This is an optimization exercise on Yosys and OpenROAD, whose aim is small area, not a production implementation. The RTL was checked by simulation tests, not by an equivalence proof against the original design. The flow treats the clock pin as an ideal source, which a real chip does not have. Power and IR drop assume default switching activity.

[flow/abc_area.script]
&get -n
&st
&deepsyn -T 20
&dch -f
&nf -a -R 1000
&put
[standard.sh]
#!/bin/bash
# synth_recipe.tcl (not shown) runs the flow's synth.tcl, then flattens the netlist and writes it again
# the make line also repeats each setting of config.mk as NAME=value (left out here)
make -C /OpenROAD-flow-scripts/flow DESIGN_CONFIG=/design/flow/config.mk WORK_HOME=/design/flow/orfs CLKGATE_MAP_FILE= SYNTH_SCRIPT=/design/flow/synth_recipe.tcl "${@:-finish}"
[flow/run.sh]
#!/bin/bash
# The standard layout with two changes:
#  - synthesis maps the logic with an area-oriented ABC script (flow/abc_area.script)
#    and leaves full adders to ABC (ADDER_MAP_FILE empty in flow/extra.mk);
#    everything else in synthesis is the standard script (registers unchanged)
#  - the settings in flow/extra.mk are added to the standard flow's config.mk (port buffers of
#    the smallest buffer cell; clock tree options)
set -euo pipefail
W=$(pwd)
# synthesis script: ORFS synth.tcl with the ABC script replaced
python3 - "$FLOW_HOME/scripts/synth.tcl" "$W/synth_area.tcl" "$W/flow/abc_area.script" <<'PY'
import sys
src, dst, abc = sys.argv[1:4]
t = open(src).read()
anchor = "source $::env(SCRIPTS_DIR)/synth_preamble.tcl"
assert anchor in t
t = t.replace(anchor, anchor + "\nset abc_args [lreplace $abc_args 1 1 " + abc + "]\n", 1)
open(dst, "w").write(t)
PY
sed "s#source \$::env(SCRIPTS_DIR)/synth.tcl#source $W/synth_area.tcl#" synth_recipe.tcl > synth_top.tcl
grep -q "synth_area.tcl" synth_top.tcl
cp config.mk config_own.mk
cat flow/extra.mk >> config_own.mk
sed -e "s#SYNTH_SCRIPT=[^ ]*#SYNTH_SCRIPT=$W/synth_top.tcl#" -e "s#DESIGN_CONFIG=[^ ]*#DESIGN_CONFIG=$W/config_own.mk#" standard.sh > standard_own.sh
grep -q "synth_top.tcl" standard_own.sh
bash standard_own.sh > standard_own.log 2>&1
[design.v]
module irsony_decoder (
    input  wire        clk,
    input  wire        rst,             
    input  wire        edge_valid,
    input  wire        edge_level,      
    input  wire [31:0] edge_ts,         
    input  wire        op_valid,
    input  wire [35:0] op_word,
    input  wire        line_ok,         
    output reg         resp_valid,
    output wire [49:0] resp,
    output reg         edge_done,
    output reg  [2:0]  edge_outcome
);
    localparam [4:0] GAP = 5'd25;
    reg [4:0]  idx;           
    reg        tiny;
    reg [31:0] half_time;     
    reg [31:0] msg_time;      
    reg        msg_zero;      
    reg [4:0]  err_idx;       
    reg        enabled;
    reg [14:0] rx_begin;      
    reg [9:0]  rx_gap_n;      
    reg        rx_gap_ok;
    reg [11:0] rx_bits;       
    reg        cur_ok;        
    reg [9:0]  cur_gap_n;     
    reg [14:0] cur_len_n;     
    reg [11:0] cur_bits;      
    reg        r_ill, r_del_n, r_err, r_line;
    wire in_gap = (idx == GAP);
    wire odd    = idx[0];             
    wire at0    = (idx == 5'd0);
    wire at24   = (idx == 5'd24);
    wire ev     = edge_valid & enabled;
    wire sel_msg  = in_gap & ~msg_zero;
    wire sel_half = ~in_gap;
    wire [31:0] base = ({32{sel_msg}} & msg_time) | ({32{sel_half}} & half_time);
    wire [31:0] ets_n = ~edge_ts;
    wire [16:0] nd;
    wire [17:0] bc;
    assign bc[0] = 1'b0;
    genvar gi;
    generate for (gi = 0; gi < 17; gi = gi + 1) begin : g_sub
        assign nd[gi]     = base[gi] ^ ets_n[gi] ^ bc[gi];
        assign bc[gi + 1] = (base[gi] & ets_n[gi]) | (bc[gi] & (base[gi] | ets_n[gi]));
    end endgenerate
    wire [16:0] d = ~nd;
    wire [14:0] hx = base[31:17] ^ edge_ts[31:17];
    wire [14:0] ha = base[31:17] & ets_n[31:17];
    wire hz17 = (hx[0] == bc[17]) & (hx[14:1] == ha[13:0]);
    wire hz12 = hz17 & (d[16:12] == 5'd0);
    wire [11:0] dl = d[11:0];
    wire lt300  = hz12 & (dl < 12'd300);
    wire gt900  = ~(hz12 & (dl <= 12'd900));
    wire ge900  = ~(hz12 & (dl < 12'd900));
    wire gt1500 = ~(hz12 & (dl <= 12'd1500));
    wire lt1800 = hz12 & (dl < 12'd1800);
    wire gt3000 = ~(hz12 & (dl <= 12'd3000));
    wire gap_ok = hz17 & (d[16:7] < 10'd587);
    wire level_ok = (edge_level == ~odd);
    reg [2:0] oc;
    always @* begin
        oc = 3'd0;
        if (ev) begin
            if (in_gap) begin
                oc = edge_level ? 3'd0 : 3'd1;
            end else if (!level_ok) begin
                oc = (lt300 & ~tiny) ? 3'd2 : 3'd3;
            end else if (at0) begin
                oc = lt1800 ? 3'd2 : gt3000 ? 3'd3 : 3'd1;
            end else if (odd) begin
                oc = lt300 ? 3'd2 : gt900 ? 3'd3 : 3'd1;
            end else begin
                oc = lt300 ? 3'd2 : gt1500 ? 3'd3 : at24 ? 3'd4 : 3'd1;
            end
        end
    end
    wire o_soft   = (oc == 3'd2);
    wire o_hard   = (oc == 3'd3);
    wire o_commit = (oc == 3'd4);
    wire o_adv    = (oc == 3'd1) | o_commit;
    wire o_begin  = o_adv & in_gap;
    wire o_bit    = o_adv & ~in_gap & ~odd & ~at0;
    wire [11:0] new_bits = {ge900, rx_bits[11:1]};
    wire [14:0] len_n;
    wire [15:0] lc;
    assign lc[0] = 1'b0;
    generate for (gi = 0; gi < 15; gi = gi + 1) begin : g_len
        assign len_n[gi]  = rx_begin[gi] ^ ets_n[gi] ^ lc[gi];
        assign lc[gi + 1] = (rx_begin[gi] & ets_n[gi]) | (lc[gi] & (rx_begin[gi] | ets_n[gi]));
    end endgenerate
    wire cur_ok_e = o_commit ? (rx_gap_ok & (new_bits == cur_bits)) : cur_ok;
    wire [2:0] op = op_word[35:33];
    wire l_zero = (op_word[32:8] == 25'd0);
    wire n_zero = l_zero & (op_word[7:0] == 8'd0);
    wire is_trypop = op_valid && op == 3'd1 && n_zero;
    wire is_init   = op_valid && op == 3'd2 && n_zero;
    wire is_start  = op_valid && op == 3'd3 && l_zero;
    wire is_stop   = op_valid && op == 3'd4 && l_zero;
    wire is_erridx = op_valid && op == 3'd5 && n_zero;
    wire is_legal  = is_trypop | is_init | is_start | is_stop | is_erridx;
    wire clr = rst | is_init;
    always @(posedge clk) begin
        if (clr) begin
            idx  <= GAP;
            tiny <= 1'b0;
        end else if (o_adv) begin
            idx  <= o_begin ? 5'd0 : idx + 5'd1;
            tiny <= 1'b0;
        end else if (o_hard) begin
            idx  <= GAP;
            if (level_ok) tiny <= 1'b0;
        end else if (o_soft) begin
            tiny <= 1'b1;
        end
        if (clr)
            err_idx <= 5'd0;
        else if (o_hard)
            err_idx <= idx;
        if (o_adv)
            half_time <= edge_ts;
        if (o_commit)
            msg_time <= edge_ts;
        if (clr)
            msg_zero <= 1'b1;
        else if (o_commit)
            msg_zero <= 1'b0;
        if (o_begin) begin
            rx_begin  <= edge_ts[14:0];
            rx_gap_n  <= nd[16:7];
            rx_gap_ok <= gap_ok;
        end
        if (o_bit)
            rx_bits <= new_bits;
        if (clr) begin
            cur_ok   <= 1'b0;
            cur_bits <= 12'd0;
        end else begin
            cur_ok <= cur_ok_e & ~is_trypop;
            if (o_commit)
                cur_bits <= new_bits;
        end
        if (o_commit) begin
            cur_gap_n <= rx_gap_n;
            cur_len_n <= len_n;
        end
        if (rst)
            enabled <= 1'b0;
        else if ((is_start | is_stop) & line_ok)
            enabled <= is_start;
        resp_valid   <= op_valid & ~rst;
        r_ill        <= ~is_legal;
        r_del_n      <= ~(is_trypop & cur_ok_e);
        r_err        <= is_erridx;
        r_line       <= (is_start | is_stop) & line_ok;
        edge_done    <= edge_valid & ~rst;
        edge_outcome <= oc;
    end
    wire r_del = ~r_del_n;
    wire [4:0] low5 = ({5{r_del}} & cur_bits[11:7]) | ({5{r_err}} & err_idx);
    assign resp = {r_ill, r_del,
                   6'd0, ~({10{r_del_n}} | cur_gap_n),
                   1'b0, ~({15{r_del_n}} | cur_len_n),
                   1'b0, {7{r_del}} & cur_bits[6:0],
                   3'd0, low5[4:1], low5[0] | r_line};
endmodule
[constraint.sdc]
create_clock -name core_clock -period 15.0 [get_ports {clk}]
set_input_delay 3.0000 -clock core_clock [delete_from_list [all_inputs] [get_ports {clk}]]
set_output_delay 3.0000 -clock core_clock [all_outputs]
set_load 0.01 [all_outputs]
[flow/extra.mk]
export BUFFER_PORTS_ARGS = -buffer_cell sky130_fd_sc_hd__buf_1
export CTS_ARGS = -sink_clustering_enable -repair_clock_nets -dont_use_dummy_load -buf_list sky130_fd_sc_hd__clkbuf_8
export ADDER_MAP_FILE =
[config.mk]
export PLATFORM = sky130hd
export DESIGN_NAME = irsony_decoder
export DESIGN_NICKNAME = irsony_decoder
export VERILOG_FILES = /design/flow/design.v
export SDC_FILE = /design/flow/constraint.sdc
export NUM_CORES = 4
export LEC_CHECK = 0
export CAP_MARGIN = 20
export CORE_MARGIN = 2
export CORE_UTILIZATION = 70
export SLEW_MARGIN = 20
==> run summary, run 1 <==
Outcome:
- The flow ran to the end and the layout has no timing, DRC or antenna violations.

Routing:
- The per-cell via count in the routed design is 5.87.
- The total length of routed wires is 14,800 um.
- The starting DRC count in detailed routing is 363.
- The remaining design rule violation count is 0.
- In the final routed layout, each cell accounts on average for 16.7 um.
- The first-pass iteration count of the detailed router is 6.
- The number of antenna-violating nets in the routed design is 0.
- The routed layout has 5,175 vias.

Clock tree:
- The clock tree root driver cell is clkbuf_8.
- The number of clock buffers added by TritonCTS is 17.
- The number of clock sinks is 161.
- The number of buffers inserted by hold repair at cts is 0.
- TritonCTS built the clock tree.
- In this run the deepest clock path goes through 2 buffers.
- The post-CTS resize count is 0.
- The clock latency of the later-clocked register in the worst-skew pair is 440 ps.
- The setup fix buffers added after clock tree synthesis is 0.
- The number of H-tree levels is 4.
- The clock transition at the registers of the reported paths is 60 ps.

Logic synthesis:
- The mux contribution to synthesized area is 0.
- The count of mapped cells out of synthesis is 607.
- The synthesized netlist occupies a cell area of 7200 um2.
- The synthesized area per cell is 11.9 um2.
- The dominant synthesized flop cell is edfxtp_1.
- The share of synthesized cell area in and, or, nand and nor gates is 0.121.
- Of the total synthesized cell area, the portion taken by full adders, half adders and majority gates is 0.0209.
- Counting flops with an async set or reset pin after synthesis yields a share of 0.
- The share of the synthesized area in compound gates (AO/OA/AOI/OAI) is 0.115.
- The count of flip-flops with a built-in enable after synthesis is 126.
- Of the total synthesized cell area, the portion taken by XOR and XNOR cells is 0.0888.
- The largest family of logic cells by synthesized area is simple AND/OR/NAND/NOR gates.
- The flip-flop and latch count after synthesis is 161.
- Of the synthesized area, sequential elements account for 0.623.
- Yosys mapped the design onto 46 distinct sky130hd cell types.
- The number of synthesis warnings is 1.

Finish:
- The number of non-filler instances in the completed layout is 881.
- The net count of the finished layout is 821.
- The sequential cells in the finished layout cover a total of 4480 um2.
- The number of fillers in the final layout is 670.
- 0 antenna diodes ended up in the layout.
- Summing all multi-input logic gate instances after layout gives 2530 um2.
- The proportion of layout cells with a drive suffix above 1 is 0.0362.
- The final design utilization is 0.794.
- The layout-stage area growth over the synthesis result is 11.8%.

STA:
- For the final routed database, the setup TNS stands at 0 ps.
- The transition time of the tightest slew-check pin is 848 ps.
- Setup violations remaining at the end of the flow were counted as 0.
- The hold violation total from the final report is 0.
- The number of max-slew violations in the final report is 0.
- The time the worst path needs with I/O delays and setup is 11,480 ps.
- The post-route fraction of the period consumed by the critical path is 0.765.
- Setup repair after global routing left no endpoint under its margin.
- The worst hold margin is 430 ps.
- Measured against its own limit, the worst slew margin works out to 0.432.
- Timing would allow up to 87.1 MHz.
- The final worst clock skew is 19.4 ps.

Die:
- The chip height is 105 um.
- From left edge to right edge, the die measures 105 um.
- In this run the standard cell core region covers 10,100 um2.
- The die covers 11,100 um2.
- The number of placement rows is 37.
- The initial utilization of the core area, before any placement, comes to 0.710.
- 129 I/O pins were placed.

Worst hold path:
- The classification of the worst-slack hold path is flip-flop to flip-flop.

Pwr:
- The ratio of total power to cell area is 93.2 nW/um2.
- Summed over all cells, the static leakage comes to 2.53 nW.
- The overall power after layout is 0.750 mW.
- Across the VDD grid, the largest voltage drop is 0.000103 V.

Placement:
- The placed cell count is 863.
- The quantity of I/O buffers inserted on ports is 117.
- The placed wire-length estimate is 10,300 um.
- The global placer's final weighted congestion is 0.853.

Setup path:
- The critical path is of the input port to flip-flop type.
- The worst setup path is captured at a flip-flop.
- The endpoint required time on the critical path is 15,130 ps.
- The element type at the critical path start is an input port.
- The arrival time at the worst endpoint is 11,610 ps.
- Along the worst path, the maximum fanout reaches 24.

Global routing:
- The via count of the first global-routing pass is 5,135.
- The wire length of the first global-routing pass is 23,700 um.
- Global routing finished with a remaining overflow of 0.
- The initial antenna violation count is 0.
- Entering global routing, the biggest net connects 38 pins.
- Across every metal layer, demand over resource in global routing totals 0.276.

Job:
- The number of maximum-capacitance constraint violations is 0.
[per-layer routing]
| metal | global-route usage | part of all wire | wire [um] |
|---|---|---|---|
| met1 | 0.339 | 0.41 | 6080 |
| met2 | 0.475 | 0.51 | 7510 |
| met3 | 0.0618 | 0.058 | 854 |
| met4 | 0.109 | 0.021 | 306 |
| met5 | 0 | 0 | 0 |
[cell usage after synthesis, types with 6 or more instances]
cell type / count / area share
edfxtp_1: 126 / 0.53
nor2_1: 68 / 0.035
xnor2_1: 54 / 0.066
nand2_1: 48 / 0.025
dfxtp_1: 35 / 0.097
clkinv_1: 34 / 0.018
a21oi_1: 33 / 0.023
a22oi_1: 23 / 0.024
a22o_1: 21 / 0.026
xor2_1: 19 / 0.023
o21ai_0: 18 / 0.013
maj3_1: 15 / 0.021
buf_4: 13 / 0.014
nand3_1: 13 / 0.0090
nor2b_1: 11 / 0.0096
nor4_1: 10 / 0.0087
nor3_1: 6 / 0.0042
[where the power goes]
part	internal, mW	switching (mW)	leakage (nW)	total [mW]
clock network	0.0999	0.127	0.122	0.227
registers	0.480	0.000113	1.42	0.480
logic	0.0170	0.0265	0.985	0.0435
[state kept, by name, summed over array words and instances, names as in the netlist]
signal / count
half_time: 32
err_idx: 5
r_line: 1
edge_outcome: 3
idx: 5
cur_bits: 12
rx_bits: 11
r_ill: 1
enabled: 1
cur_len_n: 15
msg_time: 32
edge_done: 1
resp_valid: 1
msg_zero: 1
cur_gap_n: 10
cur_ok: 1
rx_begin: 15
rx_gap_n: 10
r_err: 1
rx_gap_ok: 1
r_del_n: 1
tiny: 1
[path summary, 6_finish.rpt]
| kind | endpoint | slack, ps | depth (start not counted) | startpoint |
|---|---|---|---|---|
| hold reg to reg | cur_gap_n[3] | 430 | 0 | rx_gap_n[3] |
| hold / removal | cur_gap_n[3] | 430 | 0 | rx_gap_n[3] |
| setup reg to reg | rx_bits[3] | 4530 | 33 | idx[3] |
| setup / recovery | rx_bits[3] | 3520 | 28 | edge_ts[1] |
[metrics by stage]
| step | cell area [um2] | worst slack, ps |
|---|---|---|
| after floorplan | 7240 | 2750 |
| after global placement | 7800 | 3470 |
| after detailed placement | 7800 | 3090 |
| after CTS | 8030 | 3500 |
| after global routing | 8050 | 2980 |
| final | 8050 | 3520 |
[worst max-delay path: stages]
cell and delay [ps]:
buf_1 160, o22ai_1 280, a21oi_1 150, o32ai_1 530
o21ai_0 240, maj3_1 430, maj3_1 410, maj3_1 400
maj3_1 400, maj3_1 410, maj3_1 410, maj3_1 410
maj3_1 400, maj3_1 410, maj3_1 410, nor2_1 110
nor2_1 70, nor2_1 110, or3_1 110, nand3_1 70
or3_1 410, nor2_1 230, and4_1 320, or2_0 260
nor2b_2 560, buf_4 430, nor3b_1 230, buf_4 220
[logic make-up after synthesis]
| group | count (synthesis) |
|---|---|
| buffers and inverters | 47 |
| and+or+nand+nor | 187 |
| xor gates and xnor gates | 73 |
| other | 1 |
| DFF | 161 |
| adders and majority gates | 15 |
| AOI/OAI and AO/OA | 123 |
[layout by cell type (no fill, tap or decap), types with 11 or more instances in the layout]
cell        n
conb_1     11
clkinv_1   34
xor2_1     19
dfxtp_1    35
maj3_1     15
a21oi_1    33
a22o_1     21
o21ai_0    18
nor2_1     67
clkbuf_8   17
buf_1     117
nand3_1    13
nand2_1    48
edfxtp_1  126
a22oi_1    23
xnor2_1    54
[layout make-up]
| type | instances | share of cell area |
|---|---|---|
| timing repair buffer | 124 | 0.0620 |
| inverter | 34 | 0.0159 |
| clock buffer | 17 | 0.0291 |
| multi-input combinational | 409 | 0.315 |
| sequential | 161 | 0.557 |
| tap | 136 | 0.0211 |
==> inputs of run 2 (changes only) <==
--- a/flow/run.sh
+++ b/flow/run.sh
@@ -6,4 +6,6 @@
 #  - the settings in flow/extra.mk are added to the standard flow's config.mk (port buffers of
 #    the smallest buffer cell; clock tree options)
+#  - after clock tree synthesis, flow/cts_post.tcl upsizes the clock buffers that drive
+#    more than 11 pins
 set -euo pipefail
 W=$(pwd)
@@ -22,4 +24,5 @@
 cp config.mk config_own.mk
 cat flow/extra.mk >> config_own.mk
+echo "export POST_CTS_TCL = $W/flow/cts_post.tcl" >> config_own.mk
 sed -e "s#SYNTH_SCRIPT=[^ ]*#SYNTH_SCRIPT=$W/synth_top.tcl#" -e "s#DESIGN_CONFIG=[^ ]*#DESIGN_CONFIG=$W/config_own.mk#" standard.sh > standard_own.sh
 grep -q "synth_top.tcl" standard_own.sh
==> flow/cts_post.tcl (new file) <==
set upsized 0
foreach net [get_nets clknet_*] {
  set loads 0
  set drv ""
  foreach pin [get_pins -of_objects $net] {
    if {[get_property $pin direction] eq "output"} {
      set drv [get_property $pin full_name]
    } else {
      incr loads
    }
  }
  if {$drv eq "" || $loads <= 11} { continue }
  set inst [lindex [split $drv /] 0]
  set cell [get_property [get_cells $inst] ref_name]
  if {$cell eq "sky130_fd_sc_hd__clkbuf_4"} {
    replace_cell [get_cells $inst] sky130_fd_sc_hd__clkbuf_8
    incr upsized
    puts "cts_post: $inst ($loads loads) -> clkbuf_8"
  }
}
puts "cts_post: upsized $upsized clock buffers"
if {$upsized > 0} {
  detailed_placement
  check_placement -verbose
  estimate_parasitics -placement
}
==> flow/extra.mk (replaced) <==
export BUFFER_PORTS_ARGS = -buffer_cell sky130_fd_sc_hd__buf_1
export CTS_ARGS = -sink_clustering_enable -repair_clock_nets -dont_use_dummy_load -buf_list sky130_fd_sc_hd__clkbuf_4 -root_buf sky130_fd_sc_hd__clkbuf_16
export ADDER_MAP_FILE =
==> run summary, run 2 <==
Global routing:
- The initial antenna violation count was 0 (unchanged).
- The remaining global-route overflow is 0 (unchanged).
- The combined global-route utilization of all metal layers is 0.276 (unchanged).
- The wire length of the first global-routing pass is 23,600 um (was 23,700 um).
- The largest net degree at the start of global routing came to 38 (unchanged).
- The via count of the first global-routing pass is 5,103 (was 5,135).

Placement:
- The global placer's final weighted congestion is 0.853 (unchanged).
- The placed wire-length estimate is 10,300 um (unchanged).
- The quantity of I/O buffers inserted on ports is 117 (unchanged).
- The worst slack at placement came to 3090 ps (unchanged).

STA:
- The setup total negative slack is 0 ps (unchanged).
- The time the worst path needs with I/O delays and setup is 11,490 ps (was 11,480 ps).
- The worst setup slack after layout came to 3510 ps (was 3520 ps).
- The transition time of the tightest slew-check pin is 850 ps (was 848 ps).
- The number of max-slew violations in the final report was 0 (unchanged).
- The post-route fraction of the period consumed by the critical path was 0.766 (was 0.765).
- The hold violation total from the final report is 0 (unchanged).
- The final worst clock skew was 32.7 ps (was 19.4 ps).
- Unrepaired setup endpoints after global routing: no (unchanged).
- The fmax is 87.1 MHz (about the same).
- The worst hold margin is 431 ps (was 430 ps).
- The max-slew headroom at the worst pin came to 0.431 (was 0.432).
- The setup violation total in the final timing report is 0 (unchanged).

Routing:
- The total length of routed wires is 14,600 um (was 14,800 um).
- The number of antenna-violating nets in the routed design is 0 (unchanged).
- The total via count after detailed routing came to 5,139 (was 5,175).
- The remaining design rule violation count is 0 (unchanged).
- The routed length on met2 came to 7370 um (was 7510 um).
- The starting DRC count in detailed routing is 377 (was 363).
- The first-pass iteration count of the detailed router is 5 (was 6).
- The sum of routed wire segments on met1 is 5970 um (was 6080 um).
- The met3 wire length was 1020 um (was 854 um).
- The per-cell via count in the routed design was 5.83 (was 5.87).
- The routed wire length per instance came to 16.6 um (was 16.7 um).
- The uppermost metal layer occupied by signal nets is met4 (unchanged).

Logic synthesis:
- The fraction of synthesis flops using an asynchronous set or reset pin came to 0 (unchanged).
- The largest area contributor in the synthesized netlist is edfxtp_1 (unchanged).
- The dominant synthesized flop cell is edfxtp_1 (unchanged).
- The share of the yosys chip area belonging to registers is 0.623 (unchanged).
- Cell types occupying the most area after synthesis: edfxtp_1 (53%), dfxtp_1 (9.7%), xnor2_1 (6.6%) (unchanged).
- The distinct cell type count of the synthesized netlist is 46 (unchanged).
- The flip-flop and latch count after synthesis is 161 (unchanged).
- The number of synthesis warnings came to 1 (unchanged).
- The count of flip-flops with a built-in enable after synthesis is 126 (unchanged).
- Most frequent cells after synthesis: edfxtp_1 (126), nor2_1 (68), xnor2_1 (54) (unchanged).
- The cell with the most instances after synthesis is edfxtp_1 (unchanged).
- The fraction of post-synthesis cell area in the top cell type by area is 0.526 (unchanged).
- The synthesized area is 7200 um2 (unchanged).
- The count of mapped cells out of synthesis is 607 (unchanged).
- The synthesized area per cell is 11.9 um2 (unchanged).

Die:
- The width of the die came to 105 um (unchanged).
- The area of the die is 11,100 um2 (unchanged).
- The chip height is 105 um (unchanged).
- The placeable core area was 10,100 um2 (unchanged).
- The initial core utilization came to 0.710 (unchanged).
- The number of top-level design ports is 129 (unchanged).
- The number of placement rows is 37 (unchanged).

Finish:
- The number of fillers in the final layout came to 694 (was 670).
- The leading cell type in the layout, fill and taps excluded is edfxtp_1 (unchanged).
- Top library cells by usage in the layout, fill and taps aside: edfxtp_1 (126), buf_1 (117), nor2_1 (67) (unchanged).
- The layout-stage area growth over the synthesis result is 10.7% (was 11.8%).
- The count of inserted antenna diode cells is 0 (unchanged).
- Largest regs: half_time x32, msg_time x32 (unchanged).
- The proportion of layout cells with a drive suffix above 1 is 0.0362 (unchanged).
- The number of nets in the layout is 821 (unchanged).

Pwr:
- The overall power after layout was 0.713 mW (was 0.750 mW).
- The leakage power total is 2.50 nW (was 2.53 nW).
- The ratio of total power to cell area is 89.5 nW/um2 (was 93.2 nW/um2).
- The worst ir drop on vdd is 0.0000879 V (was 0.000103 V).

Setup path:
- The arrival time at the worst endpoint came to 11,560 ps (was 11,610 ps).
- The endpoint required time on the critical path came to 15,080 ps (was 15,130 ps).
- The critical path class is input port to flip-flop (unchanged).
- The kind of capture point of the worst setup path is a flip-flop (unchanged).
- The maximum fanout encountered on the critical timing path is 24 (unchanged).
- The element type at the critical path start is an input port (unchanged).

Clock tree:
- The number of clock sinks is 161 (unchanged).
- The clock latency of the later-clocked register in the worst-skew pair came to 380 ps (was 440 ps).
- The clock transition at the registers of the reported paths is 100 ps (was 60 ps).
- The TritonCTS clock tree is built (unchanged).

Job:
- The number of maximum-capacitance constraint violations is 0 (unchanged).

Outcome:
- Result of the run: complete, no violations (unchanged).

Worst hold path:
- The classification of the worst-slack hold path is flip-flop to flip-flop (unchanged).
## run 2: cell counts after synthesis
Identical to the previous run, type by type.
## run 2: final timing paths
check | cells past startpoint | start | slack, ps | end
worst max-delay path | 28 | edge_ts[1] | 3510 | rx_bits[3]
worst min-delay path | 0 | rx_gap_n[1] | 430 | cur_gap_n[1]
worst max register to register | 33 | idx[3] | 4590 | rx_bits[3]
worst min register to register | 0 | rx_gap_n[1] | 430 | cur_gap_n[1]
## run 2: where the power goes
group | switching [mW] | leakage [nW] | internal, mW
combinational | 0.0264 | 0.985 | 0.0170
clock | 0.123 | 0.0911 | 0.0678
sequential | 0.000113 | 1.42 | 0.479
## run 2: metal layers
metal  vias to the layer above  track usage
met3                        27       0.0662
li1                       2477            -
met4                         0        0.114
met2                       220        0.469
met1                      2415        0.339
met5                         -            0
## run 2: through the flow
stage	area, um2	util	instances
finish	7970	0.786	881
global route	7970	0.786	881
detailed placement	7800	0.769	863
global placement	7800	0.769	863
floorplan	7240	-	617
## run 2: area by class of cell
| type | count | area (um2) | area share |
|---|---|---|---|
| Multi-Input combinational cell | 409 | 2530 | 0.318 |
| Tap cell | 136 | 170 | 0.0213 |
| Sequential cell | 161 | 4480 | 0.562 |
| Clock buffer | 17 | 158 | 0.0198 |
| Timing Repair Buffer | 124 | 499 | 0.0626 |
| Inverter | 34 | 128 | 0.0160 |
## run 2: cells by family (layout without fill, tap and decap cells)
logic type	count (synthesis)	count (layout)	synth area share
and+or+nand+nor	187	187	0.121
DFF	161	161	0.623
AOI/OAI and AO/OA	123	123	0.115
xor gates and xnor gates	73	73	0.0888
buffers and inverters	47	175	0.0313
adders and majority gates	15	15	0.0209
other	1	11	0.000521
## run 2: worst max-delay path, stage by stage
cell     delay [ps]
buf_1           150
o22ai_1         270
a21oi_1         150
o32ai_1         510
o21ai_0         230
maj3_1          430
maj3_1          410
maj3_1          400
maj3_1          400
maj3_1          410
maj3_1          410
maj3_1          410
maj3_1          400
maj3_1          410
maj3_1          410
nor2_1          110
nor2_1           70
nor2_1          110
or3_1           110
nand3_1          80
or3_1           410
nor2_1          220
and4_1          320
or2_0           270
nor2b_2         550
buf_4           420
nor3b_1         230
buf_4           230
==> inputs of run 3 (changes only) <==
--- a/design.v
+++ b/design.v
@@ -30,8 +30,8 @@
     reg [11:0] cur_bits;      
     reg        r_ill, r_del_n, r_err, r_line;
-    wire in_gap = (idx == GAP);
+    wire in_gap = idx[4] & idx[3] & idx[0];
     wire odd    = idx[0];             
     wire at0    = (idx == 5'd0);
-    wire at24   = (idx == 5'd24);
+    wire at24   = idx[4] & idx[3] & ~idx[0];
     wire ev     = edge_valid & enabled;
     wire sel_msg  = in_gap & ~msg_zero;
==> run summary, run 3 <==
Outcome:
- Result of the run: complete, no violations (unchanged).

Pwr:
- The combinational share of power is 0.055 (was 0.061).
- The leakage power total is 2.42 nW (was 2.50 nW).
- The switching share of total power is 0.206 (was 0.209).
- The sequential fraction of design power is 0.671 (was 0.672).
- The clock network fraction of total power came to 0.274 (was 0.267).
- The net switching power of the design is 0.147 mW (was 0.149 mW).
- The worst ir drop on vdd is 0.0000721 V (was 0.0000879 V).
- The ratio of total power to cell area is 89.5 nW/um2 (about the same).
- The internal power summed over all cells is 0.567 mW (was 0.564 mW).

Placement:
- The placed wire-length estimate is 10,400 um (was 10,300 um).
- The post-place instance area was 7810 um2 (was 7800 um2).
- The global placer's final weighted congestion is 0.909 (was 0.853).
- The worst slack at placement is 3320 ps (was 3090 ps).
- The quantity of I/O buffers inserted on ports is 117 (unchanged).

Setup path:
- The endpoint of the most critical register-to-register path is idx[4] (was rx_bits[3]).
- The arrival time at the worst endpoint came to 11,590 ps (was 11,560 ps).
- The startpoint of the worst register-to-register path is idx[0] (was idx[3]).
- The kind of capture point of the worst setup path was a flip-flop (unchanged).
- The maximum fanout encountered on the critical timing path is 33 (was 24).
- The delay of the slowest cell on the worst path is 460 ps (was 550 ps).
- The element type at the critical path start is an input port (unchanged).
- The cell with the most instances on the worst path is maj3_1 (unchanged).
- The number of cell instances on the worst register-to-register path came to 32 (was 33).
- The endpoint required time on the critical path was 15,240 ps (was 15,080 ps).
- The flop-to-flop setup slack came to 5180 ps (was 4590 ps).
- The slowest library cell on the worst path is nor3_1 (was nor2b_2).
- The critical path class is input port to flip-flop (unchanged).

Routing:
- The uppermost metal layer occupied by signal nets is met4 (unchanged).
- The starting DRC count in detailed routing was 303 (was 377).
- The sum of routed wire segments on met1 is 5950 um (was 5970 um).
- The per-cell via count in the routed design is 5.98 (was 5.83).
- The remaining design rule violation count is 0 (unchanged).
- The number of antenna-violating nets in the routed design is 0 (unchanged).
- The total via count after detailed routing came to 5,141 (was 5,139).
- The first-pass iteration count of the detailed router was 5 (unchanged).
- The total length of routed wires is 14,600 um (about the same).
- The met3 wire length was 968 um (was 1020 um).
- The routed wire length per instance was 17.0 um (was 16.6 um).
- The routed length on met2 is 7320 um (was 7370 um).

Logic synthesis:
- The synthesized area is 7190 um2 (was 7200 um2).
- Most frequent cells after synthesis: edfxtp_1 (126), nor2_1 (66), xnor2_1 (45) (was edfxtp_1 (126), nor2_1 (68), xnor2_1 (54)).
- The cell with the most instances after synthesis is edfxtp_1 (unchanged).
- The share of the yosys chip area belonging to registers is 0.623 (about the same).
- Cell types occupying the most area after synthesis: edfxtp_1 (53%), dfxtp_1 (9.7%), xnor2_1 (5.5%) (was edfxtp_1 (53%), dfxtp_1 (9.7%), xnor2_1 (6.6%)).
- The flip-flop and latch count after synthesis is 161 (unchanged).
- The fraction of post-synthesis cell area in the top cell type by area is 0.526 (about the same).
- The fraction of synthesis flops using an asynchronous set or reset pin is 0 (unchanged).
- The count of flip-flops with a built-in enable after synthesis is 126 (unchanged).
- The distinct cell type count of the synthesized netlist is 50 (was 46).
- The count of mapped cells out of synthesis was 586 (was 607).
- The dominant synthesized flop cell is edfxtp_1 (unchanged).
- The largest area contributor in the synthesized netlist is edfxtp_1 (unchanged).
- The synthesized area per cell is 12.3 um2 (was 11.9 um2).
- The number of synthesis warnings was 1 (unchanged).

STA:
- The worst setup slack after layout was 3650 ps (was 3510 ps).
- The setup total negative slack is 0 ps (unchanged).
- Unrepaired setup endpoints after global routing: no (unchanged).
- The fmax is 88.1 MHz (was 87.1 MHz).
- The final worst clock skew was 28.5 ps (was 32.7 ps).
- The max-slew headroom at the worst pin came to 0.375 (was 0.431).
- The post-route fraction of the period consumed by the critical path is 0.757 (was 0.766).
- The number of max-slew violations in the final report was 0 (unchanged).
- The transition time of the tightest slew-check pin was 932 ps (was 850 ps).
- The time the worst path needs with I/O delays and setup is 11,350 ps (was 11,490 ps).
- The setup violation total in the final timing report came to 0 (unchanged).
- The hold violation total from the final report is 0 (unchanged).

Finish:
- The number of fillers in the final layout is 641 (was 694).
- The cell area after layout is 7980 um2 (was 7970 um2).
- The area occupied by multi-input gates is 2580 um2 (was 2530 um2).
- The proportion of layout cells with a drive suffix above 1 is 0.0387 (was 0.0362).
- The number of nets in the layout is 800 (was 821).
- Largest regs: half_time x32, msg_time x32 (unchanged).
- The final design utilization is 0.787 (was 0.786).
- The count of inserted antenna diode cells was 0 (unchanged).
- The leading cell type in the layout, fill and taps excluded is edfxtp_1 (unchanged).
- Top library cells by usage in the layout, fill and taps aside: edfxtp_1 (126), buf_1 (117), nor2_1 (65) (was edfxtp_1 (126), buf_1 (117), nor2_1 (67)).
- The layout-stage area growth over the synthesis result came to 10.9% (was 10.7%).
- The flip-flop and latch area is 4480 um2 (unchanged).

Clock tree:
- The clock transition at the registers of the reported paths is 100 ps (about the same).
- The number of clock sinks was 161 (unchanged).
- The clock latency of the later-clocked register in the worst-skew pair came to 370 ps (was 380 ps).
- The TritonCTS clock tree is built (unchanged).

Global routing:
- The largest net degree at the start of global routing is 41 (was 38).
- The initial antenna violation count is 0 (unchanged).
- The wire length of the first global-routing pass was 23,700 um (was 23,600 um).
- The via count of the first global-routing pass is 5,007 (was 5,103).
- The combined global-route utilization of all metal layers is 0.279 (was 0.276).
- The remaining global-route overflow is 0 (unchanged).

Die:
- The placeable core area is 10,100 um2 (unchanged).
- The chip height is 105 um (about the same).
- The width of the die was 105 um (about the same).
- The area of the die is 11,100 um2 (about the same).
- The number of placement rows is 37 (unchanged).
- The initial core utilization was 0.709 (was 0.710).
- The number of top-level design ports is 129 (unchanged).

Worst hold path:
- The worst hold path depth came to 0 (unchanged).
- The classification of the worst-slack hold path is flip-flop to flip-flop (unchanged).
- The hold-critical path endpoint is cur_gap_n[5] (was cur_gap_n[1]).
- The source of the worst hold timing path is rx_gap_n[5] (was rx_gap_n[1]).

Job:
- The number of maximum-capacitance constraint violations is 0 (unchanged).
-- run 3: area by class of cell --
| class | instances | area share |
|---|---|---|
| clock buffers | 17 | 0.0213 |
| inverters | 21 | 0.00988 |
| multi-input cells | 401 | 0.324 |
| flip-flops and latches | 161 | 0.562 |
| well taps | 136 | 0.0213 |
| repair buffers | 124 | 0.0616 |
-- run 3: through the flow --
step | hold slack [ps] | total power, mW | cells
6_report | 409 | 0.714 | 860
5_1_grt | 425 | 0.738 | 860
3_5_place_dp | 405 | 0.528 | 843
3_3_place_gp | 405 | 0.527 | 843
2_1_floorplan | 400 | 0.513 | 596
-- run 3: worst max path at each step --
stage               startpoint           end  slack (ps)  cells after the start
floorplan           edge_ts[0]  cur_gap_n[0]        1600                     22
global placement    edge_ts[0]        idx[4]        3630                     31
detailed placement  edge_ts[2]        idx[3]        3320                     30
global route        edge_ts[0]        idx[3]        3140                     31
finish              edge_ts[2]        idx[4]        3650                     30
-- run 3: worst max-delay path, delay by kind of cell --
family	cells	cell delay (ps)
buf+inv	3	890
compound gates	6	970
simple gates	7	1640
fa+ha+maj	13	4920
xor+xnor	1	180
-- run 3: kinds of logic after synthesis --
logic type	count (synthesis)	synth area share
AOI/OAI and AO/OA	132	0.131
xor gates and xnor gates	63	0.0767
adders and majority gates	15	0.0209
buffers and inverters	34	0.0245
DFF	161	0.623
muxes	3	0.00435
other	1	0.000521
and+or+nand+nor	177	0.119
-- run 3: layer usage --
layer,up-vias,track usage
met1,2439,0.335
met2,206,0.480
met3,34,0.0656
met4,0,0.127
li1,2462,-
met5,-,0
-- run 3: power by group through the flow --
stage	registers, mW	clock network [mW]	logic, mW
3_3_place_gp	0.489	0	0.0374
2_1_floorplan	0.490	0	0.0228
5_1_grt	0.479	0.215	0.0439
6_report	0.479	0.196	0.0394
3_5_place_dp	0.489	0	0.0390
==> inputs of run 4 (changes only) <==
--- a/design.v
+++ b/design.v
@@ -24,9 +24,9 @@
     reg [9:0]  rx_gap_n;      
     reg        rx_gap_ok;
-    reg [11:0] rx_bits;       
+    reg [11:0] rx_bits_n;     
     reg        cur_ok;        
     reg [9:0]  cur_gap_n;     
     reg [14:0] cur_len_n;     
-    reg [11:0] cur_bits;      
+    reg [11:0] cur_bits_n;    
     reg        r_ill, r_del_n, r_err, r_line;
     wire in_gap = idx[4] & idx[3] & idx[0];
@@ -84,5 +84,5 @@
     wire o_begin  = o_adv & in_gap;
     wire o_bit    = o_adv & ~in_gap & ~odd & ~at0;
-    wire [11:0] new_bits = {ge900, rx_bits[11:1]};
+    wire [11:0] new_bits_n = {~ge900, rx_bits_n[11:1]};
     wire [14:0] len_n;
     wire [15:0] lc;
@@ -92,5 +92,5 @@
         assign lc[gi + 1] = (rx_begin[gi] & ets_n[gi]) | (lc[gi] & (rx_begin[gi] | ets_n[gi]));
     end endgenerate
-    wire cur_ok_e = o_commit ? (rx_gap_ok & (new_bits == cur_bits)) : cur_ok;
+    wire cur_ok_e = o_commit ? (rx_gap_ok & (new_bits_n == cur_bits_n)) : cur_ok;
     wire [2:0] op = op_word[35:33];
     wire l_zero = (op_word[32:8] == 25'd0);
@@ -134,12 +134,12 @@
         end
         if (o_bit)
-            rx_bits <= new_bits;
+            rx_bits_n <= new_bits_n;
         if (clr) begin
             cur_ok   <= 1'b0;
-            cur_bits <= 12'd0;
+            cur_bits_n <= 12'hFFF;
         end else begin
             cur_ok <= cur_ok_e & ~is_trypop;
             if (o_commit)
-                cur_bits <= new_bits;
+                cur_bits_n <= new_bits_n;
         end
         if (o_commit) begin
@@ -160,9 +160,9 @@
     end
     wire r_del = ~r_del_n;
-    wire [4:0] low5 = ({5{r_del}} & cur_bits[11:7]) | ({5{r_err}} & err_idx);
+    wire [4:0] low5 = ~({5{r_del_n}} | cur_bits_n[11:7]) | ({5{r_err}} & err_idx);
     assign resp = {r_ill, r_del,
                    6'd0, ~({10{r_del_n}} | cur_gap_n),
                    1'b0, ~({15{r_del_n}} | cur_len_n),
-                   1'b0, {7{r_del}} & cur_bits[6:0],
+                   1'b0, ~({7{r_del_n}} | cur_bits_n[6:0]),
                    3'd0, low5[4:1], low5[0] | r_line};
 endmodule
==> run summary, run 4 <==
Outcome:
- Result of the run: complete, no violations (unchanged).

Pwr:
- The ratio of total power to cell area was 89.8 nW/um2 (was 89.5 nW/um2).
- The worst ir drop on vdd was 0.0000717 V (was 0.0000721 V).
- The internal power summed over all cells is 0.571 mW (was 0.567 mW).
- The leakage power total is 2.39 nW (was 2.42 nW).
- The clock network fraction of total power is 0.275 (was 0.274).
- The switching share of total power is 0.203 (was 0.206).
- The net switching power of the design is 0.145 mW (was 0.147 mW).
- The overall power after layout was 0.716 mW (was 0.714 mW).
- The sequential fraction of design power is 0.670 (was 0.671).
- The combinational share of power was 0.056 (was 0.055).

Finish:
- Top library cells by usage in the layout, fill and taps aside: edfxtp_1 (126), buf_1 (117), nor2_1 (66) (was edfxtp_1 (126), buf_1 (117), nor2_1 (65)).
- The proportion of layout cells with a drive suffix above 1 came to 0.0377 (was 0.0387).
- The number of nets in the layout came to 793 (was 800).
- Largest regs: half_time x32, msg_time x32 (unchanged).
- The leading cell type in the layout, fill and taps excluded is edfxtp_1 (unchanged).
- The area occupied by multi-input gates is 2550 um2 (was 2580 um2).
- The number of fillers in the final layout is 596 (was 641).
- The cell area after layout came to 7970 um2 (was 7980 um2).
- The layout-stage area growth over the synthesis result was 11.1% (was 10.9%).
- The final design utilization is 0.807 (was 0.787).
- The flip-flop and latch area is 4480 um2 (unchanged).
- The count of inserted antenna diode cells is 0 (unchanged).
- The number of non-filler instances in the completed layout was 850 (was 860).

Setup path:
- The element type at the critical path start is an input port (unchanged).
- The endpoint required time on the critical path came to 15,000 ps (was 15,240 ps).
- The slowest library cell on the worst path is nor4_1 (was nor3_1).
- The cell with the most instances on the worst path is maj3_1 (unchanged).
- The maximum fanout encountered on the critical timing path is 32 (was 33).
- The delay of the slowest cell on the worst path is 570 ps (was 460 ps).
- The critical path class is input port to flip-flop (unchanged).
- The kind of capture point of the worst setup path is a flip-flop (unchanged).
- The arrival time at the worst endpoint came to 12,010 ps (was 11,590 ps).

Placement:
- The post-place instance area is 7790 um2 (was 7810 um2).
- The placed cell count is 833 (was 843).
- The global placer's final weighted congestion is 0.914 (was 0.909).
- The placed wire-length estimate came to 9760 um (was 10,400 um).
- The quantity of I/O buffers inserted on ports is 117 (unchanged).

Logic synthesis:
- The synthesized area is 7170 um2 (was 7190 um2).
- The flip-flop and latch count after synthesis is 161 (unchanged).
- The distinct cell type count of the synthesized netlist is 45 (was 50).
- The fraction of post-synthesis cell area in the top cell type by area came to 0.528 (was 0.526).
- The largest area contributor in the synthesized netlist is edfxtp_1 (unchanged).
- The share of the yosys chip area belonging to registers is 0.625 (was 0.623).
- The cell with the most instances after synthesis is edfxtp_1 (unchanged).
- The number of synthesis warnings was 1 (unchanged).
- The count of mapped cells out of synthesis is 579 (was 586).
- The fraction of synthesis flops using an asynchronous set or reset pin came to 0 (unchanged).
- The synthesized area per cell is 12.4 um2 (was 12.3 um2).
- Cell types occupying the most area after synthesis: edfxtp_1 (53%), dfxtp_1 (9.8%), xnor2_1 (6.7%) (was edfxtp_1 (53%), dfxtp_1 (9.7%), xnor2_1 (5.5%)).
- The count of flip-flops with a built-in enable after synthesis is 126 (unchanged).
- Most frequent cells after synthesis: edfxtp_1 (126), nor2_1 (67), xnor2_1 (55) (was edfxtp_1 (126), nor2_1 (66), xnor2_1 (45)).
- The dominant synthesized flop cell is edfxtp_1 (unchanged).

Routing:
- The total via count after detailed routing was 5,039 (was 5,141).
- The first-pass iteration count of the detailed router was 5 (unchanged).
- The total length of routed wires was 14,100 um (was 14,600 um).
- The per-cell via count in the routed design is 5.93 (was 5.98).
- The remaining design rule violation count is 0 (unchanged).
- The number of antenna-violating nets in the routed design is 0 (unchanged).
- The routed wire length per instance is 16.5 um (was 17.0 um).
- The starting DRC count in detailed routing was 349 (was 303).

STA:
- The time the worst path needs with I/O delays and setup is 12,010 ps (was 11,350 ps).
- The max-slew headroom at the worst pin is 0.494 (was 0.375).
- The hold violation total from the final report was 0 (unchanged).
- The post-route fraction of the period consumed by the critical path is 0.801 (was 0.757).
- The number of max-slew violations in the final report came to 0 (unchanged).
- The fmax is 83.2 MHz (was 88.1 MHz).
- Unrepaired setup endpoints after global routing: no (unchanged).
- The transition time of the tightest slew-check pin is 760 ps (was 932 ps).
- The setup total negative slack is 0 ps (unchanged).
- The setup violation total in the final timing report is 0 (unchanged).
- The final worst clock skew is 35.2 ps (was 28.5 ps).

Die:
- The chip height was 105 um (about the same).
- The placeable core area is 9860 um2 (was 10,100 um2).
- The width of the die is 105 um (about the same).
- The number of placement rows is 36 (was 37).
- The number of top-level design ports is 129 (unchanged).
- The initial core utilization is 0.727 (was 0.709).
- The area of the die is 11,100 um2 (about the same).

Global routing:
- The remaining global-route overflow was 0 (unchanged).
- The initial antenna violation count is 0 (unchanged).
- The wire length of the first global-routing pass was 23,200 um (was 23,700 um).
- The largest net degree at the start of global routing is 58 (was 41).
- The via count of the first global-routing pass is 4,977 (was 5,007).
- The combined global-route utilization of all metal layers was 0.270 (was 0.279).

Clock tree:
- The clock latency of the later-clocked register in the worst-skew pair came to 380 ps (was 370 ps).
- The TritonCTS clock tree was built (unchanged).
- The number of clock sinks is 161 (unchanged).
- The clock transition at the registers of the reported paths is 90 ps (was 100 ps).

Job:
- The number of maximum-capacitance constraint violations is 0 (unchanged).

Worst hold path:
- The classification of the worst-slack hold path is flip-flop to flip-flop (unchanged).
==> run 4: cell count changes after synthesis, moves of 4 or more <==
cell,delta
o21ai_0,-10
o22a_1,+11
clkinv_1,+4
a22o_1,-11
nor2b_1,-7
xnor2_1,+10
nand2_1,-5
and2_0,-5
==> run 4: per-stage QoR <==
step	setup slack (ps)	hold slack, ps
3_5_place_dp	2730	405
2_1_floorplan	1760	400
3_3_place_gp	3000	401
6_report	2990	404
5_1_grt	2430	413
==> run 4: routing by layer <==
metal | GRT usage | share of wire | vias to the layer above
li1 | - | - | 2426
met1 | 0.334 | 0.42 | 2411
met2 | 0.457 | 0.49 | 169
met3 | 0.0655 | 0.059 | 33
met4 | 0.108 | 0.024 | 0
met5 | 0 | 0 | -
==> run 4: logic make-up (layout without fill, tap and decap cells) <==
kind of cell             Yosys count  count (layout)  share of synthesized area
AND/OR/NAND/NOR                  164             164                      0.109
AO/OA/AOI/OAI                    125             125                      0.126
flip-flops                       161             161                      0.625
XOR/XNOR                          72              72                     0.0880
buffers and inverters             38             166                     0.0267
other                              1              11                   0.000523
multiplexers                       1               1                    0.00140
adder cells (fa/ha/maj)           17              17                     0.0237
==> run 4: worst paths after layout <==
kind | from | to | slack [ps] | cells past startpoint
max reg2reg | idx[0] | half_time[24] | 4300 | 31
min | rx_gap_n[5] | cur_gap_n[5] | 400 | 0
min reg2reg | rx_gap_n[5] | cur_gap_n[5] | 400 | 0
max | edge_ts[1] | half_time[24] | 2990 | 28
==> run 4: power groups by stage <==
stage | Sequential, mW | Clock [mW] | Combinational [mW]
floorplan | 0.490 | 0 | 0.0235
global placement | 0.489 | 0 | 0.0374
detailed placement | 0.489 | 0 | 0.0393
global route | 0.479 | 0.216 | 0.0440
finish | 0.479 | 0.197 | 0.0399
==> run 4: worst max-delay path: cells and delay by family <==
family          cells  cell delay, ps
fa+ha+maj          15            5880
simple gates        6            1620
buf+inv             4             940
compound gates      3             560
==> run 4: area by class of cell <==
type	count	share of cell area
multi-input combinational	390	0.320
sequential	161	0.563
inverter	25	0.0118
timing repair buffer	124	0.0617
tap	133	0.0209
clock buffer	17	0.0221
==> inputs of run 5 (changes only) <==
==> flow/abc_area.script (replaced) <==
&get -n
&st
&deepsyn -T 60
&dch -f
&nf -a -p -R 1000 -F 8 -A 8 -C 32
&put
==> run summary, run 5 <==
Outcome:
- Result of the run: complete, no violations (unchanged).

Setup path:
- The kind of capture point of the worst setup path is a flip-flop (unchanged).
- The element type at the critical path start is an input port (unchanged).
- The flop-to-flop setup slack is 4450 ps (was 4300 ps).
- The endpoint required time on the critical path was 15,020 ps (was 15,000 ps).
- The maximum fanout encountered on the critical timing path came to 22 (was 32).
- The critical path class is input port to flip-flop (unchanged).
- The number of cell instances on the worst register-to-register path is 31 (unchanged).
- The startpoint of the worst register-to-register path is idx[0] (unchanged).
- The endpoint of the most critical register-to-register path is half_time[11] (was half_time[24]).
- The arrival time at the worst endpoint is 11,750 ps (was 12,010 ps).

Die:
- The number of placement rows came to 36 (unchanged).
- The placeable core area is 9860 um2 (unchanged).
- The width of the die is 105 um (about the same).
- The area of the die is 11,100 um2 (about the same).
- The number of top-level design ports came to 129 (unchanged).
- The chip height came to 105 um (about the same).
- The initial core utilization is 0.727 (about the same).

Worst hold path:
- The classification of the worst-slack hold path is flip-flop to flip-flop (unchanged).
- The worst hold path depth came to 0 (unchanged).
- The hold-critical path endpoint is cur_gap_n[0] (was cur_gap_n[5]).
- The source of the worst hold timing path is rx_gap_n[0] (was rx_gap_n[5]).

Logic synthesis:
- Most frequent cells after synthesis: edfxtp_1 (126), nor2_1 (65), xnor2_1 (53) (was edfxtp_1 (126), nor2_1 (67), xnor2_1 (55)).
- The number of synthesis warnings is 1 (unchanged).
- The fraction of synthesis flops using an asynchronous set or reset pin is 0 (unchanged).
- The count of flip-flops with a built-in enable after synthesis is 126 (unchanged).
- The largest area contributor in the synthesized netlist is edfxtp_1 (unchanged).
- The cell with the most instances after synthesis is edfxtp_1 (unchanged).
- Cell types occupying the most area after synthesis: edfxtp_1 (53%), dfxtp_1 (9.8%), xnor2_1 (6.5%) (was edfxtp_1 (53%), dfxtp_1 (9.8%), xnor2_1 (6.7%)).
- The share of the yosys chip area belonging to registers was 0.625 (about the same).
- The fraction of post-synthesis cell area in the top cell type by area is 0.527 (was 0.528).
- The distinct cell type count of the synthesized netlist is 43 (was 45).
- The synthesized area is 7170 um2 (about the same).
- The count of mapped cells out of synthesis is 581 (was 579).
- The synthesized area per cell came to 12.3 um2 (was 12.4 um2).
- The dominant synthesized flop cell is edfxtp_1 (unchanged).
- The flip-flop and latch count after synthesis is 161 (unchanged).

Global routing:
- The wire length of the first global-routing pass is 22,500 um (was 23,200 um).
- The largest net degree at the start of global routing was 39 (was 58).
- The combined global-route utilization of all metal layers was 0.262 (was 0.270).
- The remaining global-route overflow is 0 (unchanged).
- The via count of the first global-routing pass is 4,763 (was 4,977).
- The initial antenna violation count is 0 (unchanged).

Pwr:
- The leakage power total came to 2.38 nW (was 2.39 nW).
- The ratio of total power to cell area was 93.7 nW/um2 (was 89.8 nW/um2).
- The worst ir drop on vdd is 0.0000772 V (was 0.0000717 V).
- The overall power after layout was 0.745 mW (was 0.716 mW).

STA:
- The final worst clock skew is 40.8 ps (was 35.2 ps).
- The fmax is 85.2 MHz (was 83.2 MHz).
- The max-slew headroom at the worst pin is 0.527 (was 0.494).
- The time the worst path needs with I/O delays and setup is 11,730 ps (was 12,010 ps).
- The number of max-slew violations in the final report is 0 (unchanged).
- The transition time of the tightest slew-check pin is 709 ps (was 760 ps).
- Unrepaired setup endpoints after global routing: no (unchanged).
- The setup violation total in the final timing report is 0 (unchanged).
- The post-route fraction of the period consumed by the critical path is 0.782 (was 0.801).
- The setup total negative slack was 0 ps (unchanged).
- The hold violation total from the final report is 0 (unchanged).

Clock tree:
- The clock transition at the registers of the reported paths is 90 ps (about the same).
- The number of clock sinks is 161 (unchanged).
- The TritonCTS clock tree is built (unchanged).
- The clock latency of the later-clocked register in the worst-skew pair is 380 ps (about the same).

Finish:
- The proportion of layout cells with a drive suffix above 1 is 0.0375 (was 0.0377).
- Largest regs: half_time x32, msg_time x32 (unchanged).
- Top library cells by usage in the layout, fill and taps aside: edfxtp_1 (126), buf_1 (117), nor2_1 (64) (was edfxtp_1 (126), buf_1 (117), nor2_1 (66)).
- The layout-stage area growth over the synthesis result is 10.8% (was 11.1%).
- The leading cell type in the layout, fill and taps excluded is edfxtp_1 (unchanged).
- The count of inserted antenna diode cells was 0 (unchanged).
- The number of nets in the layout is 796 (was 793).

Routing:
- The starting DRC count in detailed routing is 349 (unchanged).
- The total length of routed wires was 14,300 um (was 14,100 um).
- The total via count after detailed routing came to 5,053 (was 5,039).
- The first-pass iteration count of the detailed router is 6 (was 5).
- The per-cell via count in the routed design was 5.92 (was 5.93).
- The routed wire length per instance came to 16.8 um (was 16.5 um).
- The remaining design rule violation count is 0 (unchanged).
- The number of antenna-violating nets in the routed design came to 0 (unchanged).

Job:
- The number of maximum-capacitance constraint violations is 0 (unchanged).

Placement:
- The global placer's final weighted congestion came to 0.860 (was 0.914).
- The placed wire-length estimate is 10,000 um (was 9760 um).
- The quantity of I/O buffers inserted on ports is 117 (unchanged).
==> run 5: per-layer routing <==
layer,vias up,global-route usage,part of all wire
met2,188,0.450,0.51
met1,2417,0.326,0.41
met5,-,0,0
met3,18,0.0680,0.062
li1,2430,-,-
met4,0,0.0819,0.012
==> run 5: kinds of logic after synthesis <==
group / after synthesis / share of synthesized area
AO/OA/AOI/OAI: 118 / 0.117
XOR/XNOR: 71 / 0.0867
adder cells (fa/ha/maj): 17 / 0.0237
buffers and inverters: 33 / 0.0241
flip-flops: 161 / 0.625
other: 1 / 0.000523
AND/OR/NAND/NOR: 180 / 0.123
==> run 5: worst max-delay path by stage <==
stage | from | end | slack (ps) | cells past startpoint
global placement | edge_ts[1] | half_time[11] | 3270 | 27
detailed placement | edge_ts[1] | half_time[19] | 2990 | 27
global route | edge_ts[1] | half_time[11] | 2930 | 27
floorplan | edge_ts[1] | cur_gap_n[0] | 730 | 22
finish | edge_ts[1] | half_time[11] | 3270 | 27
==> run 5: report_power, final <==
group,internal (mW),switching [mW],leakage [nW]
logic,0.0283,0.0449,0.884
clock network,0.0706,0.120,0.0937
registers,0.480,0.000986,1.41
total,0.579,0.166,2.38
==> run 5: worst max-delay path, cell delays in order <==
cell and delay (ps):
buf_1 170, o22ai_1 240, nand2_1 110, maj3_1 380, maj3_1 380, maj3_1 380, maj3_1 380, maj3_1 380
maj3_1 390, maj3_1 380, maj3_1 380, maj3_1 380, maj3_1 400, maj3_1 420, maj3_1 410, maj3_1 370
maj3_1 390, maj3_1 380, a211oi_1 190, o21ai_0 150, nor3_1 330, and2_0 220, nor3b_1 490, nand2b_1 250
nand2_1 120, clkinv_1 280, buf_4 380
==> run 5: metrics by stage <==
step	util	worst slack (ps)	cells	hold slack [ps]	cell area, um2
after floorplan	-	727	591	400	7210
final	0.806	3270	853	414	7950
after global placement	0.789	3270	836	404	7790
after global routing	0.806	2930	853	428	7950
after detailed placement	0.789	2990	836	405	7790
==> run 5: cell type report <==
type	instances	area, um2
clock buffer	17	164
fill	609	1910
inverter	20	75.1
multi-input combinational	397	2560
sequential	161	4480
tap	133	166
timing repair buffer	125	499

-- static timing again, ports no longer ideal --
In the flow no input, the clock included, has a driving cell. The finished layouts below were timed again as built, in two steps.
Step 1 assumes that a clkbuf_16 drives the clock port and a buf_2 every other input.
Step 2 also shifts input and output timing later by t, the mid clock arrival at the registers, as if the neighbouring blocks saw the same clock.
Three values: ideal ports, drivers, drivers and shift; two values: the first two.
run | t, ns | setup WS [ns] | latest minus earliest clock arrival (ns) | slew at the worst register clock pin (ns)
run 1 | 0.469 | 3.521 / 3.537 / 3.068 | 0.019 / 0.019 | 0.08 / 0.08
run 2 | 0.399 | 3.513 / 3.534 / 3.134 | 0.032 / 0.033 | 0.11 / 0.11
run 3 | 0.396 | 3.646 / 3.657 / 3.260 | 0.029 / 0.029 | 0.10 / 0.10
run 4 | 0.398 | 2.986 / 3.003 / 2.605 | 0.035 / 0.035 | 0.11 / 0.11
run 5 | 0.392 | 3.266 / 3.282 / 2.890 | 0.041 / 0.041 | 0.11 / 0.11
After both steps setup and hold are still met in every run listed. The setup slack of run 1, which loses most, moves by +0.016 ns with the drivers and by -0.453 ns with both steps.
